Source: an optimization exercise on an open RTL-to-GDS flow (aim: small area). Production flows keep margins and buffers that such runs may drop. Power and IR drop assume default switching activity.

==> flow/design.v <==
module framer_rx (
    input  wire        clk,
    input  wire        rst,
    input  wire        in_valid,
    input  wire [7:0]  in_byte,
    input  wire        in_exhaust,
    output reg         ev_valid,
    output wire [2:0]  ev,
    output wire [2:0]  st,
    output reg         frm_byte_valid,
    output wire [7:0]  frm_byte,
    output wire [16:0] frm_len,
    output wire [31:0] frm_crc_rx,
    output wire [31:0] frm_crc_calc,
    output wire [2:0]  hdr_version,
    output wire        hdr_packet_type,
    output wire        hdr_sec_hdr_flag,
    output wire [10:0] hdr_apid,
    output wire [1:0]  hdr_seq_flags,
    output wire [13:0] hdr_seq_count,
    output wire [15:0] hdr_data_length,
    output wire [47:0] hdr_timing_info,
    output wire [7:0]  hdr_segment_number,
    output wire [7:0]  hdr_function_code,
    output wire [15:0] hdr_address_code
);
    localparam [2:0] S_IDLE  = 3'd0;
    localparam [2:0] S_SYNC  = 3'd1;
    localparam [2:0] S_PHDR  = 3'd2;
    localparam [2:0] S_SHDR  = 3'd3;
    localparam [2:0] S_DATA  = 3'd4;
    localparam [2:0] S_T1    = 3'd5;
    localparam [2:0] S_T2    = 3'd6;
    localparam [2:0] S_T3    = 3'd7;
    localparam [15:0] N_START = 16'hFFFD;
    reg  [2:0]   s;
    reg  [15:0]  n;           
    reg  [31:0]  crc;         
    reg  [15:0]  last2;       
    reg  [127:0] hdr;         
    reg  [2:0]   e;           
    reg          mm;          
    wire feed   = in_valid;
    wire [7:0] lb = last2[7:0];
    wire [31:0] crc_rx = {n, last2};
    wire [15:0] dlen = hdr[95:80];
    wire in_idle  = (s == S_IDLE);
    wire in_sync  = (s == S_SYNC);
    wire in_phdr  = (s == S_PHDR);
    wire in_shdr  = (s == S_SHDR);
    wire in_data  = (s == S_DATA);
    wire in_trail = s[2] & (s[1] | s[0]);
    wire in_hdr   = in_phdr | in_shdr;
    wire in_frame = s[2] | s[1];
    wire match     = (lb == 8'h55) && (in_byte == 8'hAA);
    wire n_is_2    = n[1] & ~n[0] & ~n[2];    
    wire n_is_12   = n[3] & n[2];             
    wire n_is_dlen = (n == 16'hFFF2);        
    wire crc_clr   = in_idle | in_sync;
    wire crc_en    = crc_clr | (feed & (in_hdr | (in_data & ~n_is_dlen)));
    wire short_len = ({lb, in_byte} < 16'd13);
    reg  [7:0] crc_byte;
    always @* begin
        case (s[1:0])
            2'd0: crc_byte = crc[31:24];
            2'd1: crc_byte = crc[23:16];
            2'd2: crc_byte = crc[15:8];
            default: crc_byte = crc[7:0];
        endcase
    end
    wire byte_ne = (in_byte != crc_byte);
    wire [31:0] crc_next;
    wire x0 = crc[0] ^ in_byte[0];
    wire x1 = crc[1] ^ in_byte[1];
    wire x2 = crc[2] ^ in_byte[2];
    wire x3 = crc[3] ^ in_byte[3];
    wire x4 = crc[4] ^ in_byte[4];
    wire x5 = crc[5] ^ in_byte[5];
    wire x6 = crc[6] ^ in_byte[6];
    wire x7 = crc[7] ^ in_byte[7];
    wire p0 = x0 ^ x1;
    wire p1 = x2 ^ x5;
    wire p2 = x3 ^ x6;
    wire p3 = x4 ^ x7;
    wire p4 = p0 ^ x4;
    wire p5 = x5 ^ x6;
    wire p6 = x1 ^ x7;
    wire p7 = x0 ^ x4;
    wire p8 = p1 ^ p2;
    wire p9 = p2 ^ p3;
    wire p10 = p3 ^ x1;
    wire p11 = p10 ^ x3;
    wire p12 = x2 ^ x3;
    wire p13 = p1 ^ p3;
    wire p14 = p0 ^ x7;
    assign crc_next[0] = ~(crc[8] ^ x2);
    assign crc_next[1] = crc[9] ^ x0 ^ x3;
    assign crc_next[2] = ~(crc[10] ^ p4);
    assign crc_next[3] = ~(crc[11] ^ p1 ^ x1);
    assign crc_next[4] = crc[12] ^ p2 ^ x0 ^ x2;
    assign crc_next[5] = crc[13] ^ p11;
    assign crc_next[6] = crc[14] ^ x4 ^ x5;
    assign crc_next[7] = ~(crc[15] ^ p5 ^ x0);
    assign crc_next[8] = ~(crc[16] ^ p6 ^ x6);
    assign crc_next[9] = ~(crc[17] ^ x7);
    assign crc_next[10] = ~(crc[18] ^ x2);
    assign crc_next[11] = ~(crc[19] ^ x3);
    assign crc_next[12] = crc[20] ^ p7;
    assign crc_next[13] = ~(crc[21] ^ p0 ^ x5);
    assign crc_next[14] = ~(crc[22] ^ x1 ^ x2 ^ x6);
    assign crc_next[15] = ~(crc[23] ^ p12 ^ x7);
    assign crc_next[16] = crc[24] ^ p12 ^ p7;
    assign crc_next[17] = ~(crc[25] ^ p4 ^ x3 ^ x5);
    assign crc_next[18] = crc[26] ^ p1 ^ p4 ^ x6;
    assign crc_next[19] = crc[27] ^ p6 ^ p8;
    assign crc_next[20] = crc[28] ^ p9;
    assign crc_next[21] = crc[29] ^ p13;
    assign crc_next[22] = crc[30] ^ p8;
    assign crc_next[23] = crc[31] ^ p9;
    assign crc_next[24] = p13 ^ x0;
    assign crc_next[25] = ~(p0 ^ p8);
    assign crc_next[26] = p0 ^ p9 ^ x2;
    assign crc_next[27] = p11 ^ x5;
    assign crc_next[28] = ~(p5 ^ p7);
    assign crc_next[29] = p14 ^ p5;
    assign crc_next[30] = ~(p14 ^ x6);
    assign crc_next[31] = ~(p6);
    always @(posedge clk) begin
        if (rst) begin
            s              <= S_IDLE;
            ev_valid       <= 1'b0;
            frm_byte_valid <= 1'b0;
        end else begin
            ev_valid       <= in_valid | in_exhaust;
            frm_byte_valid <= feed & in_frame;
            if (feed) begin
                case (s)
                    S_IDLE:  s <= S_SYNC;
                    S_SYNC:  if (match) s <= S_PHDR;
                    S_PHDR:  if (n_is_2) s <= short_len ? S_IDLE : S_SHDR;
                    S_SHDR:  if (n_is_12) s <= S_DATA;
                    S_DATA:  if (n_is_dlen) s <= S_T1;
                    S_T1:    s <= S_T2;
                    S_T2:    s <= S_T3;
                    default: s <= S_IDLE;
                endcase
            end else if (in_exhaust) begin
                s <= S_IDLE;
            end
        end
    end
    always @(posedge clk) begin
        e[0] <= feed & ((in_sync & ~match) | ((s == S_T3) & (mm | byte_ne)));
        e[1] <= feed & (s == S_T3);
        e[2] <= feed & in_phdr & n_is_2 & short_len;
        if (feed)
            mm <= (mm & in_trail) | byte_ne;
        if (feed)
            last2 <= {last2[7:0], in_byte};
        if (feed & in_hdr)
            hdr <= {hdr[119:0], in_byte};
        if (in_idle | in_sync)
            n <= N_START;
        else if (in_trail)
            begin if (feed) n <= {n[7:0], last2[15:8]}; end
        else if (feed)
            n <= (in_shdr & n_is_12) ? ~hdr[87:72] : n + 16'd1;
        if (crc_en)
            crc <= crc_next & {32{~crc_clr}};
    end
    assign st           = {s[2], s[1] & ~s[2], s[0] & ~s[2]};
    assign ev           = e;
    assign frm_byte     = lb;
    assign frm_crc_rx   = crc_rx;
    assign frm_crc_calc = crc;
    assign frm_len      = {1'b0, dlen} + 17'd7;
    assign hdr_version        = hdr[127:125];
    assign hdr_packet_type    = hdr[124];
    assign hdr_sec_hdr_flag   = hdr[123];
    assign hdr_apid           = hdr[122:112];
    assign hdr_seq_flags      = hdr[111:110];
    assign hdr_seq_count      = hdr[109:96];
    assign hdr_data_length    = hdr[95:80];
    assign hdr_timing_info    = hdr[79:32];
    assign hdr_segment_number = hdr[31:24];
    assign hdr_function_code  = hdr[23:16];
    assign hdr_address_code   = hdr[15:0];
endmodule
clock: 5.0 ns
lec_check: 0
cap_margin: 20
core_margin: 2
core_utilization: 65
slew_margin: 20
standard.sh (not shown) runs the stock make flow with config.mk's settings and CLKGATE_MAP_FILE= SYNTH_SCRIPT=/design/flow/synth_recipe.tcl, a recipe that flattens the netlist after the stock synthesis.
==> flow/flow/run.sh <==
#!/bin/bash
# The standard layout (standard.sh), with these changes:
#  - synthesis maps logic with one pass of ABC's &dch/&nf mapping and no
#    buffering or upsizing (flow/synth.tcl, flow/abc_area.script);
#  - after floorplan, combinational cells are swapped to their smallest
#    drive strength (flow/downsize.tcl); later repair upsizes where needed;
#  - ports are buffered with sky130_fd_sc_hd__buf_1 instead of the larger
#    cell buffer_ports picks by default;
#  - CTS uses small clock buffers, clusters of at most 18 sinks, and
#    inserts no dummy loads.
export FLOW_WORK=$PWD
export MY_ABC_SCRIPT=$PWD/flow/abc_area.script
export POST_FLOORPLAN_TCL=$PWD/flow/downsize.tcl
export BUFFER_PORTS_ARGS="-buffer_cell sky130_fd_sc_hd__buf_1"
export CTS_ARGS="-sink_clustering_enable -sink_clustering_size 18 -sink_clustering_max_diameter 60 -repair_clock_nets -dont_use_dummy_load -buf_list {sky130_fd_sc_hd__clkbuf_2 sky130_fd_sc_hd__clkbuf_4 sky130_fd_sc_hd__clkbuf_8}"
sed "s#SYNTH_SCRIPT=[^ ]*#SYNTH_SCRIPT=$PWD/flow/synth.tcl#" standard.sh > flow_standard.sh
grep -q "SYNTH_SCRIPT=$PWD/flow/synth.tcl" flow_standard.sh || { echo "could not set SYNTH_SCRIPT" >&2; exit 1; }
bash flow_standard.sh > standard.log 2>&1
Other scripts of this flow, unchanged in this note and not shown: flow/flow/abc_area.script, flow/flow/downsize.tcl, flow/flow/synth.tcl
Change:
--- a/flow/design.v
+++ b/flow/design.v
@@ -35,14 +35,13 @@
     localparam [15:0] N_START = 16'hFFFD;
     reg  [2:0]   s;
     reg  [15:0]  n;           
     reg  [31:0]  crc;         
     reg  [15:0]  last2;       
     reg  [127:0] hdr;         
-    reg  [2:0]   e;           
-    reg          mm;          
+    reg  [1:0]   e;
     wire feed   = in_valid;
     wire [7:0] lb = last2[7:0];
     wire [31:0] crc_rx = {n, last2};
     wire [15:0] dlen = hdr[95:80];
     wire in_idle  = (s == S_IDLE);
     wire in_sync  = (s == S_SYNC);
@@ -53,25 +52,13 @@
     wire in_hdr   = in_phdr | in_shdr;
     wire in_frame = s[2] | s[1];
     wire match     = (lb == 8'h55) && (in_byte == 8'hAA);
     wire n_is_2    = n[1] & ~n[0] & ~n[2];    
     wire n_is_12   = n[3] & n[2];             
     wire n_is_dlen = (n == 16'hFFF2);        
-    wire crc_clr   = in_idle | in_sync;
-    wire crc_en    = crc_clr | (feed & (in_hdr | (in_data & ~n_is_dlen)));
     wire short_len = ({lb, in_byte} < 16'd13);
-    reg  [7:0] crc_byte;
-    always @* begin
-        case (s[1:0])
-            2'd0: crc_byte = crc[31:24];
-            2'd1: crc_byte = crc[23:16];
-            2'd2: crc_byte = crc[15:8];
-            default: crc_byte = crc[7:0];
-        endcase
-    end
-    wire byte_ne = (in_byte != crc_byte);
     wire [31:0] crc_next;
     wire x0 = crc[0] ^ in_byte[0];
     wire x1 = crc[1] ^ in_byte[1];
     wire x2 = crc[2] ^ in_byte[2];
     wire x3 = crc[3] ^ in_byte[3];
     wire x4 = crc[4] ^ in_byte[4];
@@ -147,32 +134,32 @@
             end else if (in_exhaust) begin
                 s <= S_IDLE;
             end
         end
     end
     always @(posedge clk) begin
-        e[0] <= feed & ((in_sync & ~match) | ((s == S_T3) & (mm | byte_ne)));
-        e[1] <= feed & (s == S_T3);
-        e[2] <= feed & in_phdr & n_is_2 & short_len;
-        if (feed)
-            mm <= (mm & in_trail) | byte_ne;
+        e[0] <= feed & ((in_sync & ~match) | (in_phdr & n_is_2 & short_len));
+        e[1] <= feed & ((s == S_T3) | (in_phdr & n_is_2 & short_len));
         if (feed)
             last2 <= {last2[7:0], in_byte};
         if (feed & in_hdr)
             hdr <= {hdr[119:0], in_byte};
         if (in_idle | in_sync)
             n <= N_START;
         else if (in_trail)
             begin if (feed) n <= {n[7:0], last2[15:8]}; end
         else if (feed)
             n <= (in_shdr & n_is_12) ? ~hdr[87:72] : n + 16'd1;
-        if (crc_en)
-            crc <= crc_next & {32{~crc_clr}};
+        if (in_idle | in_sync)
+            crc <= 32'd0;
+        else if (feed & (in_hdr | (in_data & ~n_is_dlen)))
+            crc <= crc_next;
     end
     assign st           = {s[2], s[1] & ~s[2], s[0] & ~s[2]};
-    assign ev           = e;
+    assign ev           = {e[1] & e[0], e[1] & ~e[0],
+                           (e[0] & ~e[1]) | (e[1] & ~e[0] & (crc_rx != crc))};
     assign frm_byte     = lb;
     assign frm_crc_rx   = crc_rx;
     assign frm_crc_calc = crc;
     assign frm_len      = {1'b0, dlen} + 17'd7;
     assign hdr_version        = hdr[127:125];
     assign hdr_packet_type    = hdr[124];
Clock power goes down by about 0.5%.
Worst setup slack loses 0.11 ns.
Register-to-register slack loses 0.27 ns.
Cell area is about the same.
Utilization goes up by 0.24 points.
Total power goes down by 11%.
Fmax goes down by 2.9%.
Non-clock buffer count goes up by 2.
No run of this note included a check of the RTL's function; only the layout flow was run.

-- what the ideal ports hide --
The flow's constraints put no driver on any port. The routed layouts listed below were extracted and timed again, unchanged, in two steps. Step 1 (the two cells are an assumption about what drives the block):
set clk [get_ports {clk}]
set_driving_cell -lib_cell sky130_fd_sc_hd__clkbuf_16 $clk
set_driving_cell -lib_cell sky130_fd_sc_hd__buf_2 [delete_from_list [all_inputs] $clk]
Step 2 times the ports against the registers' clock, not the clock port: input delays grow and output delays shrink by t, the midpoint of the rising clock arrivals with the driver on. Three values: ideal ports, drivers, drivers and shift; two values: the first two.
| run | t, ns | setup WS [ns] | clock arrival spread, ns |
|---|---|---|---|
| the first run | 0.506 | 1.420 / 1.385 / 1.598 | 0.055 / 0.055 |
| the second run | 0.485 | 1.313 / 1.274 / 1.678 | 0.034 / 0.034 |
After both steps setup and hold are still met in every run listed.
